This design comes from an exercise in tuning for small area, a short achievable clock period and few clock cycles on the open sky130 flow, not from production work.
Function was not checked in any run shown here: the RTL went through the layout flow alone.
Power and IR drop assume default switching activity.

===== flow/config.mk =====
export PLATFORM = sky130hd
export DESIGN_NAME = palidx4_engine
export DESIGN_NICKNAME = palidx4_engine
export VERILOG_FILES = /design/flow/design.v
export SDC_FILE = /design/flow/constraint.sdc
export NUM_CORES = 4
export LEC_CHECK = 0
export CAP_MARGIN = 20
export CORE_MARGIN = 2
export CORE_UTILIZATION = 40
export SLEW_MARGIN = 20

===== flow/constraint.sdc =====
create_clock -name core_clock -period 11.0 [get_ports {clk}]
set_input_delay 2.2000 -clock core_clock [delete_from_list [all_inputs] [get_ports {clk}]]
set_output_delay 2.2000 -clock core_clock [all_outputs]
set_load 0.01 [all_outputs]

===== flow/design.v =====
module palidx4_engine (
    input  wire        clk,
    input  wire        rst,
    input  wire        start,
    input  wire [1:0]  op,
    input  wire [15:0] len,
    input  wire        transp_en,
    input  wire [31:0] transp_color,
    input  wire [31:0] start_index,
    input  wire        pix_valid,
    input  wire [31:0] pix_data,
    output wire        pix_ready,
    output reg         out_valid,
    output reg  [7:0]  out_byte,
    output wire        busy,
    output reg         done,
    output reg  [3:0]  err,
    output wire [15:0] err_info,
    output wire [4:0]  pal_count
);
    localparam OP_BUILD  = 2'd0;
    localparam OP_MAP4   = 2'd1;
    localparam OP_PALSER = 2'd2;
    localparam OP_PACK16 = 2'd3;
    function [4:0] scale5;
        input [7:0] c;
        reg ge;
        begin
            case (c[2:0])
            3'd0:    ge = c[7:3] >= 5'd1;
            3'd1:    ge = c[7:3] >= 5'd5;
            3'd2:    ge = c[7:3] >= 5'd9;
            3'd3:    ge = c[7:3] >= 5'd14;
            3'd4:    ge = c[7:3] >= 5'd18;
            3'd5:    ge = c[7:3] >= 5'd23;
            3'd6:    ge = c[7:3] >= 5'd27;
            default: ge = 1'b0;
            endcase
            scale5 = c[7:3] - {4'd0, ge};
        end
    endfunction
    reg        busy_q;
    reg        m_build, m_map, m_pal, m_pack;    
    reg        pr_q;                             
    reg [31:0] pix_a, pix_b;                     
    reg        pv_a, pv_b;                       
    reg        tins_a, tins_b;                   
    reg        hp_q;                             
    reg [15:0] rem;                              
    reg [15:0] idx;                              
    reg [15:0] eidx;                             
    reg        e1_seen;                          
    reg        si_seen;                          
    reg [3:0]  si_lo;
    reg        si_big;
    reg        have_lo;
    reg [3:0]  lo_nib;
    reg [4:0]  q;                                
    reg        ph;                               
    reg [7:0]  hi_reg;
    reg [4:0]  cnt;
    reg [4:0]  pc_q;                             
    reg [31:0] pal [0:15];
    assign busy      = busy_q;
    assign pix_ready = pr_q;
    assign err_info  = eidx;
    assign pal_count = pc_q;
    wire take_cmd = start & ~busy_q;
    wire act = m_build | m_map | m_pal | m_pack;
    wire [5:0] c2 = {1'b0, cnt} + {2'b0, si_lo};
    reg [15:0] vmask, simask;
    reg [15:0] match;
    reg [15:0] eq_in;
    reg [15:0] eq_q;
    reg        byp_q, sh_q;
    wire [15:0] eq_adj = sh_q ? {byp_q, eq_q[15:1]} : eq_q;
    integer k;
    always @(*) begin
        for (k = 0; k < 16; k = k + 1) begin
            vmask[k]  = ({1'b0, cnt} + k) >= 6'd16;
            simask[k] = si_big | ((c2 + k) >= 6'd32);
            eq_in[k]  = (pal[k] == pix_a);
            match[k]  = vmask[k] & eq_adj[k];
        end
    end
    wire hit   = |match;
    wire si_hi = |(match & simask);
    wire [3:0] pos = {|match[15:8], |{match[15:12], match[7:4]},
                      |{match[15:14], match[11:10], match[7:6], match[3:2]},
                      |{match[15], match[13], match[11], match[9], match[7], match[5], match[3], match[1]}};
    wire [3:0] s_nib = c2[3:0] + pos;
    wire rem0 = (rem == 16'd0);
    wire rem1 = (rem == 16'd1);
    wire b_new  = m_build & pv_b & ~hit & ~e1_seen;
    wire full   = cnt[4];
    wire ins    = (b_new & ~full) | tins_b;
    wire ovf    = b_new & full;
    wire nf     = m_map & pv_b & ~hit;
    wire sie    = m_map & pv_b & si_hi;
    wire e1_now = ovf | nf;
    wire e1_any = e1_seen | e1_now;
    wire si_any = si_seen | sie;
    wire [3:0] cntm1   = cnt[3:0] - 4'd1;
    wire pal_last      = q[4] & ph & (q[3:0] == cntm1);
    wire pal_rot       = m_pal & ~(cnt == 5'd0) & (~q[4] | ph);
    wire finish = act & (
                  ((m_build | m_map) & ((rem0 & ~tins_a) | (pv_b & rem1))) |
                  (m_pal & ((cnt == 5'd0) | pal_last)) |
                  (m_pack & rem0));
    wire [31:0] cw = m_pal ? pal[0] : pix_b;
    wire [4:0]  r5 = scale5(cw[31:24]);
    wire [4:0]  g5 = scale5(cw[23:16]);
    wire [4:0]  b5 = scale5(cw[15:8]);
    wire        a1 = m_pal ? 1'b0 : (cw[7:0] != 8'd0);
    integer i;
    wire shift = ins | pal_rot;
    always @(posedge clk) begin
        if (shift) begin
            for (i = 0; i < 15; i = i + 1)
                pal[i] <= pal[i + 1];
            pal[15] <= m_pal ? pal[0] : pix_b;
        end
    end
    always @(posedge clk) begin
        pix_a  <= act ? pix_data : transp_color;
        pix_b  <= pix_a;
        eq_q   <= eq_in;
        byp_q  <= (pix_a == pix_b);
        sh_q   <= shift;
        hi_reg <= {a1, b5, g5[4:3]};
        if (!act) begin
            rem    <= len;
            si_lo  <= start_index[3:0];
            si_big <= |start_index[31:4];
            q      <= cnt;
        end else begin
            rem <= rem - {15'd0, pv_b};
            if (pal_rot)
                q <= q + 5'd1;
        end
        idx     <= act ? idx + {15'd0, pv_b} : 16'd0;
        if (act & ((e1_now & ~e1_seen) | (sie & ~si_seen & ~e1_seen)))
            eidx <= idx;
        e1_seen <= act & e1_any;
        si_seen <= act & si_any;
        have_lo <= act & (have_lo ^ (m_map & pv_b));
        if (pv_b & ~have_lo)
            lo_nib <= s_nib;
        ph      <= act & m_pal & q[4] & ~ph;
        hp_q    <= act & m_pack & pv_b;
        err     <= e1_any ? (m_build ? 4'd3 : 4'd4) : (si_any ? 4'd5 : 4'd0);
        if (m_map & pv_b & have_lo)
            out_byte <= {s_nib, lo_nib};
        else if (hp_q)
            out_byte <= hi_reg;
        else if (m_pal & ph)
            out_byte <= {1'b0, b5, g5[4:3]};
        else
            out_byte <= {g5[2:0], r5};
    end
    always @(posedge clk) begin
        if (rst) begin
            busy_q    <= 1'b0;
            m_build   <= 1'b0;
            m_map     <= 1'b0;
            m_pal     <= 1'b0;
            m_pack    <= 1'b0;
            pr_q      <= 1'b0;
            pv_a      <= 1'b0;
            pv_b      <= 1'b0;
            tins_a    <= 1'b0;
            tins_b    <= 1'b0;
            done      <= 1'b0;
            out_valid <= 1'b0;
            cnt       <= 5'd0;
            pc_q      <= 5'd0;
        end else begin
            if (finish & m_build)
                pc_q <= e1_any ? 5'd0 : cnt + {4'd0, ins};
            pv_a      <= pix_valid & pr_q;
            pv_b      <= pv_a & act;
            tins_b    <= tins_a;
            done      <= finish;
            out_valid <= act & ((m_map & pv_b & have_lo) | hp_q |
                                   (m_pal & q[4] & (cnt != 5'd0)) | (m_pack & pv_b));
            tins_a    <= take_cmd & (op == OP_BUILD) & transp_en;
            if (take_cmd) begin
                busy_q  <= 1'b1;
                m_build <= (op == OP_BUILD);
                m_map   <= (op == OP_MAP4);
                m_pal   <= (op == OP_PALSER);
                m_pack  <= (op == OP_PACK16);
                pr_q    <= (op != OP_PALSER);
                if (op == OP_BUILD)
                    cnt <= 5'd0;
            end else begin
                if (finish) begin
                    busy_q  <= 1'b0;
                    m_build <= 1'b0;
                    m_map   <= 1'b0;
                    m_pal   <= 1'b0;
                    m_pack  <= 1'b0;
                end
                pr_q <= act & ~m_pal & ~finish & ~(m_pack & pix_valid & pr_q);
                if (finish & m_build & e1_any)
                    cnt <= 5'd0;
                else if (ins)
                    cnt <= cnt + 5'd1;
            end
        end
    end
endmodule

===== flow/flow/run.sh =====
#!/bin/bash
# Standard ORFS layout (the standard.sh), with repair_timing aimed at a
# tighter setup target and plain buffers on the ports.
set -euo pipefail
bash standard.sh SETUP_SLACK_MARGIN=7.7 CORE_UTILIZATION=55 \
  "BUFFER_PORTS_ARGS=-buffer_cell sky130_fd_sc_hd__buf_2" \
  CTS_CLUSTER_SIZE=50 CTS_CLUSTER_DIAMETER=80 \
  finish > standard_flow.log 2>&1

===== flow/standard.sh =====
#!/bin/bash
# synth_recipe.tcl (not shown) runs the flow's synth.tcl, then flattens the netlist and writes it again
# the make line also repeats each setting of config.mk as NAME=value (left out here)
make -C /OpenROAD-flow-scripts/flow DESIGN_CONFIG=/design/flow/config.mk WORK_HOME=/design/flow/orfs CLKGATE_MAP_FILE= SYNTH_SCRIPT=/design/flow/synth_recipe.tcl "${@:-finish}"

==> results of run 1 <==
-- per-stage QoR --
| stage | total power [uW] | worst slack (ns) | cell area (um^2) | std cells |
|---|---|---|---|---|
| global route | 5500 | 7.56 | 34100 | 3124 |
| global placement | 3680 | 5.39 | 31700 | 3014 |
| floorplan | 3480 | 5.02 | 30300 | 2245 |
| detailed placement | 3690 | 5.29 | 31700 | 3015 |
| finish | 5300 | 7.66 | 34100 | 3124 |
| CTS | 5310 | 7.51 | 33300 | 3095 |
-- cell type report --
cell class / count / area, um^2 / area share [%]
sequential: 702 / 19500 / 57.3
multi-input combinational: 1404 / 10600 / 31.0
timing repair buffer: 227 / 1730 / 5.08
clock buffer: 38 / 951 / 2.79
tap: 696 / 871 / 2.56
clock inverter: 26 / 297 / 0.871
inverter: 31 / 120 / 0.353
-- per-layer routing --
layer | share of wire [%] | vias to the layer above | wire [um] | global-route usage, %
met4 | 2.4 | 0 | 1760 | 5.85
met1 | 47 | 9111 | 34800 | 38.6
met3 | 5.8 | 100 | 4300 | 3.62
li1 | - | 8388 | - | -
met2 | 45 | 532 | 33300 | 38.1
met5 | 0 | - | 0 | 0
-- placed cells by master, fill, tap and decap left out, drive strengths merged, types with 9 or more instances in the layout --
cell type / instances
a21oi: 45
a31oi: 9
buf: 217
clkbuf: 47
clkinv: 9
dfxtp: 160
edfxtp: 542
ha: 23
inv: 44
mux2: 19
mux2i: 34
nand2: 157
nand2b: 16
nand3: 34
nand4: 39
nor2: 82
nor2b: 13
nor3: 13
nor4: 155
o21ai: 48
xnor2: 31
xor2: 567
-- cell families (layout without fill, tap and decap cells) --
group | after synthesis | in the layout
mux | 53 | 53
buf+inv | 142 | 322
flops | 702 | 702
xor+xnor | 598 | 598
other cells | 1 | 1
fa+ha+maj | 26 | 26
simple gates | 550 | 552
compound gates | 173 | 174
-- report_power, final --
group,leakage [uW],internal (uW),switching (uW),total [uW]
sequential,0.00626,2910,99.4,3010
clock,0.000602,703,922,1630
combinational,0.00540,269,401,670
-- path summary, 6_finish.rpt --
path                           start                 end  slack, ns  cells after the start
hold reg to reg           ph$_DFF_P_          ph$_DFF_P_       0.45                      1
setup / recovery  eidx[11]$_DFFE_PP_        err_info[11]       7.66                      1
setup reg to reg  si_lo[3]$_DFFE_PP_  eidx[10]$_DFFE_PP_       7.70                      9
hold / removal            ph$_DFF_P_          ph$_DFF_P_       0.45                      1
-- timing repair --
action / in CTS / in global routing
buffers inserted: 10 / 22
cloned: 6 / 7
pin swaps: 2 / 21
hold buffers: 0 / 0
gates resized for setup: 41 / 77
endpoints found under the setup margin: 569 / 511
==> results.yml, run 1 <==
pwr:
  power.density_nw_per_um2: 156
  p_leak_uw: 0.0123
  peakVddDrop_mv: 0.137
placed_design:
  dpl.hpwl_um: 48700
  io_buffers: 154
  routabilityCongestion: 0.838
drt:
  drt_iter0_drc: 1572
  first_pass_iters: 5
  final_antenna_net_count: 0
  via_per_inst: 5.80
  wirelength_um: 74200
  wl_per_cell_um: 23.7
  drcViolationCount: 0
  dr_total_vias: 18100
timing:
  hold_viol_final: 0
  min_period_over_period_pct: 30.4
  final-max-slew-violation-count: 0
  skew_ns: 0.0285
  rsz0062_at_grt: "yes"
  slew_headroom_pct: 23.2
  layout_min_cycle_time_ns: 3.34
  tns_ns: 0
  timing.hold.ws_ns: 0.451
  fmax_mhz: 299
  tightest_slew_ns: 1.14
  setup_viol: 0
cells_and_area:
  antenna-diode-count: 0
  layout-drive-gt1-share_pct: 16.5
  top_register: "pal"
  area_growth_syn_to_layout_pct: 12.7
  top_regs: "pal: 512 flops, pix_a: 32 flops, pix_b: 32 flops"
  fillers: 4155
  fin_util_pct: 63.0
  nets: 2546
  largest_register_ffs: 512
run_status:
  outcome: "timing/DRC/antenna clean"
global_route:
  grt_pass1_vias: 17100
  grt_use_total_pct: 25.2
  overflow: 0
  grt_antenna_before_repair: 2
  grt_start_max_net_pins: 106
  grt_pass1_wl_um: 107000
yosys:
  synthTopCellsByArea: "edfxtp_1 (54%), xor2_1 (16%), dfxtp_1 (11%)"
  synthCells: 2245
  yosysWarnings: 2
  synth-edff-count: 542
  ys_ff_latch: 702
  syn_area_um2: 30200
  synth_simple_gate_area_share_pct: 9.46
  yosysTopAreaCell: "edfxtp_1"
  synth_top_family_by_area: "XOR/XNOR gates"
  synthTopCellsByCount: "xor2_1 (567), edfxtp_1 (542), dfxtp_1 (160)"
  synth_ff_type: "edfxtp_1"
  synth_top_area_share_pct: 53.9
  ys_types: 78
  synth_compound_area_share_pct: 3.80
  synth_most_common_cell: "xor2_1"
  synth.avg_cell_area_um2: 13.5
  synthAdderAreaFrac_pct: 1.12
  synthXorXnorAreaFrac_pct: 17.3
  postSynthNetCount: 2389
  synthArstFlopShare_pct: 0
  synth.mux.area_fraction_pct: 1.83
  ys_seq_area_share_pct: 64.5
hold_path:
  min_path_type: "reg2reg"
worst_setup_path:
  end_kind: "output port"
  slowest_delay_ns: 0.41
  crit_chain: "buf_2"
  critPathMaxFanout: 1
  crit_type: "reg2out"
  required_ns: 8.80
  cpLargestDelayFamily: "flip-flops"
  cpMaxStageDelayCell: "edfxtp_1"
  critPathLaunchType: "register"
  crit_arrival_ns: 1.14
  path_buf_inv: 1
die:
  die_h_um: 238
  die_w_um: 238
  pin_count: 156
  rows: 85
  dieArea_um2: 56800
  coreArea_um2: 54000
  initial_utilization_pct: 55.9
job:
  maxCapViolations: 0
clock_network:
  clk-insertion-delay-late_ns: 0.60
  cts_tree: "built"
  clkTransAtPathRegs_ns: 0.09
  htree_levels: 2
  cts.sinks: 702
  root_buffer: "clkbuf_16"
  numCtsBuffers: 36
  cts_buffer_depth: 3
==> inputs of run 2 (changes only) <==
--- a/flow/flow/run.sh
+++ b/flow/flow/run.sh
@@ -6,3 +6,3 @@
   "BUFFER_PORTS_ARGS=-buffer_cell sky130_fd_sc_hd__buf_2" \
-  CTS_CLUSTER_SIZE=50 CTS_CLUSTER_DIAMETER=80 \
+  CTS_CLUSTER_SIZE=20 CTS_CLUSTER_DIAMETER=60 \
   finish > standard_flow.log 2>&1
==> results.yml, run 2 <==
run_status:
  outcome: "timing/DRC/antenna clean"
global_route:
  grt_start_max_net_pins: 106
  grt_pass1_wl_um: 108000
  grt_antenna_before_repair: 3
  grt_pass1_vias: 17200
  overflow: 0
  grt_use_total_pct: 25.7
worst_setup_path:
  worstSetupStartpoint: "eidx[11]$_DFFE_PP_"
  crit_chain: "buf_2"
  crit_type: "reg2out"
  end_kind: "output port"
  path_buf_inv: 1
  cpMaxStageDelayCell: "edfxtp_1"
  required_ns: 8.80
  cpLargestDelayFamily: "flip-flops"
  critPathLaunchType: "register"
  critPathMaxFanout: 1
  crit_arrival_ns: 1.15
  slowest_delay_ns: 0.39
  r2r_start: "cnt[0]$_SDFFE_PP0P_"
cells_and_area:
  multi_input_area_um2: 10600
  postLayoutCellArea_um2: 34500
  layout-drive-gt1-share_pct: 17.3
  largest_register_ffs: 512
  fillers: 4125
  top_regs: "pal: 512 flops, pix_a: 32 flops, pix_b: 32 flops"
  seqCellArea_um2: 19500
  top_register: "pal"
  final_cell_mix: "xor2_1 (566), edfxtp_1 (542), nand2_1 (155), nor4_1 (148), buf_2 (143)"
  final_common_cell: "xor2_1"
  antenna-diode-count: 0
  nets: 2553
  area_growth_syn_to_layout_pct: 14.2
drt:
  wl_per_cell_um: 23.8
  final_antenna_net_count: 0
  drcViolationCount: 0
  wirelength_um: 74900
  first_pass_iters: 6
  drt_iter0_drc: 1732
  dr_total_vias: 18200
  via_per_inst: 5.79
yosys:
  ys_ff_latch: 702
  synth.avg_cell_area_um2: 13.5
  synth_ff_type: "edfxtp_1"
  synthXorXnorAreaFrac_pct: 17.3
  yosysTopAreaCell: "edfxtp_1"
  synthTopCellsByCount: "xor2_1 (567), edfxtp_1 (542), dfxtp_1 (160)"
  synth_top_area_share_pct: 53.9
  synth_top_family_by_area: "XOR/XNOR gates"
  synth-edff-count: 542
  synthArstFlopShare_pct: 0
  syn_area_um2: 30200
  synth_simple_gate_area_share_pct: 9.46
  synthAdderAreaFrac_pct: 1.12
  ys_seq_area_share_pct: 64.5
  synthCells: 2245
  ys_types: 78
  synth.mux.area_fraction_pct: 1.83
  synthTopCellsByArea: "edfxtp_1 (54%), xor2_1 (16%), dfxtp_1 (11%)"
  synth_compound_area_share_pct: 3.80
  synth_most_common_cell: "xor2_1"
  postSynthNetCount: 2389
  yosysWarnings: 2
placed_design:
  io_buffers: 154
  routabilityCongestion: 0.838
  placed_cell_area_um2: 31700
  dpl.hpwl_um: 48700
pwr:
  power.density_nw_per_um2: 163
  p_comb_share_pct: 12.0
  p_leak_uw: 0.0125
  sw_frac_of_total_pct: 25.7
  p_clk_share_pct: 34.6
  internal-power_uw: 4180
  seqPwrFrac_pct: 53.4
  netSwitchingPower_uw: 1450
  peakVddDrop_mv: 0.129
die:
  coreArea_um2: 54000
  die_w_um: 238
  dieArea_um2: 56800
  initial_utilization_pct: 55.9
  rows: 85
  die_h_um: 238
  pin_count: 156
clock_network:
  numCtsBuffers: 49
  cts.sinks: 702
  root_buffer: "clkbuf_16"
  htree_levels: 2
  cts_tree: "built"
  clk-insertion-delay-late_ns: 0.62
  cts_buffer_depth: 3
  clkTransAtPathRegs_ns: 0.07
  post_cts_hold_buffer_count: 0
timing:
  setup_viol: 0
  hold_viol_final: 0
  slew_headroom_pct: 23.2
  skew_ns: 0.0246
  min_period_over_period_pct: 30.5
  tns_ns: 0
  fmax_mhz: 298
  layout_min_cycle_time_ns: 3.35
  tightest_slew_ns: 1.14
  final-max-slew-violation-count: 0
  rsz0062_at_grt: "yes"
hold_path:
  min_path_type: "reg2reg"
  min_from: "ph$_DFF_P_"
job:
  maxCapViolations: 0
run 2: kinds of logic (layout without fill, tap and decap cells):
logic type,after synthesis,in the layout
buf+inv,142,343
xor+xnor,598,598
other cells,1,1
fa+ha+maj,26,26
mux,53,53
compound gates,173,174
simple gates,550,552
flops,702,702
run 2: metrics by stage:
step | hold slack (ns) | utilization, % | cells | setup WS (ns) | power (uW)
after floorplan | 0.329 | - | 2245 | 5.02 | 3480
after global placement | 0.420 | 58.6 | 3014 | 5.39 | 3680
after detailed placement | 0.424 | 58.7 | 3015 | 5.29 | 3690
after CTS | 0.441 | 62.7 | 3126 | 7.61 | 5640
after global routing | 0.451 | 63.8 | 3145 | 7.60 | 5830
final | 0.443 | 63.8 | 3145 | 7.65 | 5630
run 2: layout make-up:
| cell class | count | share of cell area (%) |
|---|---|---|
| timing repair buffer | 221 | 4.78 |
| sequential | 702 | 56.6 |
| multi-input combinational | 1404 | 30.8 |
| tap | 696 | 2.52 |
| clock buffer | 72 | 4.41 |
| clock inverter | 19 | 0.497 |
| inverter | 31 | 0.348 |
run 2: worst paths after layout:
path	endpoint	slack, ns	depth (start not counted)
min reg2reg	ph$_DFF_P_	0.44	1
max reg2reg	pal[0][30]$_DFFE_PP_	7.75	11
min	ph$_DFF_P_	0.44	1
max	err_info[11]	7.65	1
run 2: routing by layer:
metal | share of wire, % | vias to the layer above | GRT usage [%]
met5 | 0 | - | 0
met4 | 2.2 | 0 | 6.46
met3 | 5.9 | 106 | 3.23
met2 | 45 | 552 | 38.9
met1 | 47 | 9156 | 39.4
li1 | - | 8407 | -
run 2: repair_timing:
action | 4_1_cts | 5_1_grt
resized for setup | 65 | 70
cloned | 7 | 5
buffers inserted | 13 | 14
endpoints found under the hold margin | 0 | 0
pin swaps | 4 | 24
endpoints found under the setup margin | 578 | 229
run 2: worst reg2reg max path, cell delays in order, from the launching register on:
cell and delay [ns]:
dfxtp_4 0.43, inv_2 0.07, ha_4 0.20, nor4_4 0.30, buf_4 0.17, a211oi_4 0.09
or2_4 0.27, a211oi_4 0.28, a41o_4 0.27, nand2b_4 0.15, buf_12 0.19, buf_16 0.46
run 2: power by group through the flow:
stage	registers, uW	logic [uW]	clock network (uW)
after floorplan	3010	467	0
after global placement	3060	621	0
after detailed placement	3060	633	0
after CTS	3000	652	1990
after global routing	3020	735	2080
final	3010	674	1950

-- re-timing with driven ports --
In the flow no input, the clock included, has a driving cell. The finished layouts below were timed again as built, in two steps. Step 1 (the two cells are an assumption about what drives the block):
set clk [get_ports {clk}]
set_driving_cell -lib_cell sky130_fd_sc_hd__clkbuf_16 $clk
set_driving_cell -lib_cell sky130_fd_sc_hd__buf_2 [delete_from_list [all_inputs] $clk]
Step 2, shift: input delay + t, output delay - t, t = (earliest + latest rising clock arrival at the registers) / 2. This alone moves slack from input paths to output paths. Three values: no drivers, after step 1, after step 2; two values: the first two.
| run | shift t [ns] | slack for setup (ns) | hold slack, ns |
|---|---|---|---|
| run 1 | 0.645 | 7.658 / 7.599 / 7.575 | 0.451 / 0.451 / 0.451 |
| run 2 | 0.671 | 7.645 / 7.584 / 7.580 | 0.443 / 0.443 / 0.443 |
After both steps every run listed still meets setup and hold. For run 1, which loses most, drivers alone change the setup slack by -0.059 ns; drivers and shift together by -0.083 ns.
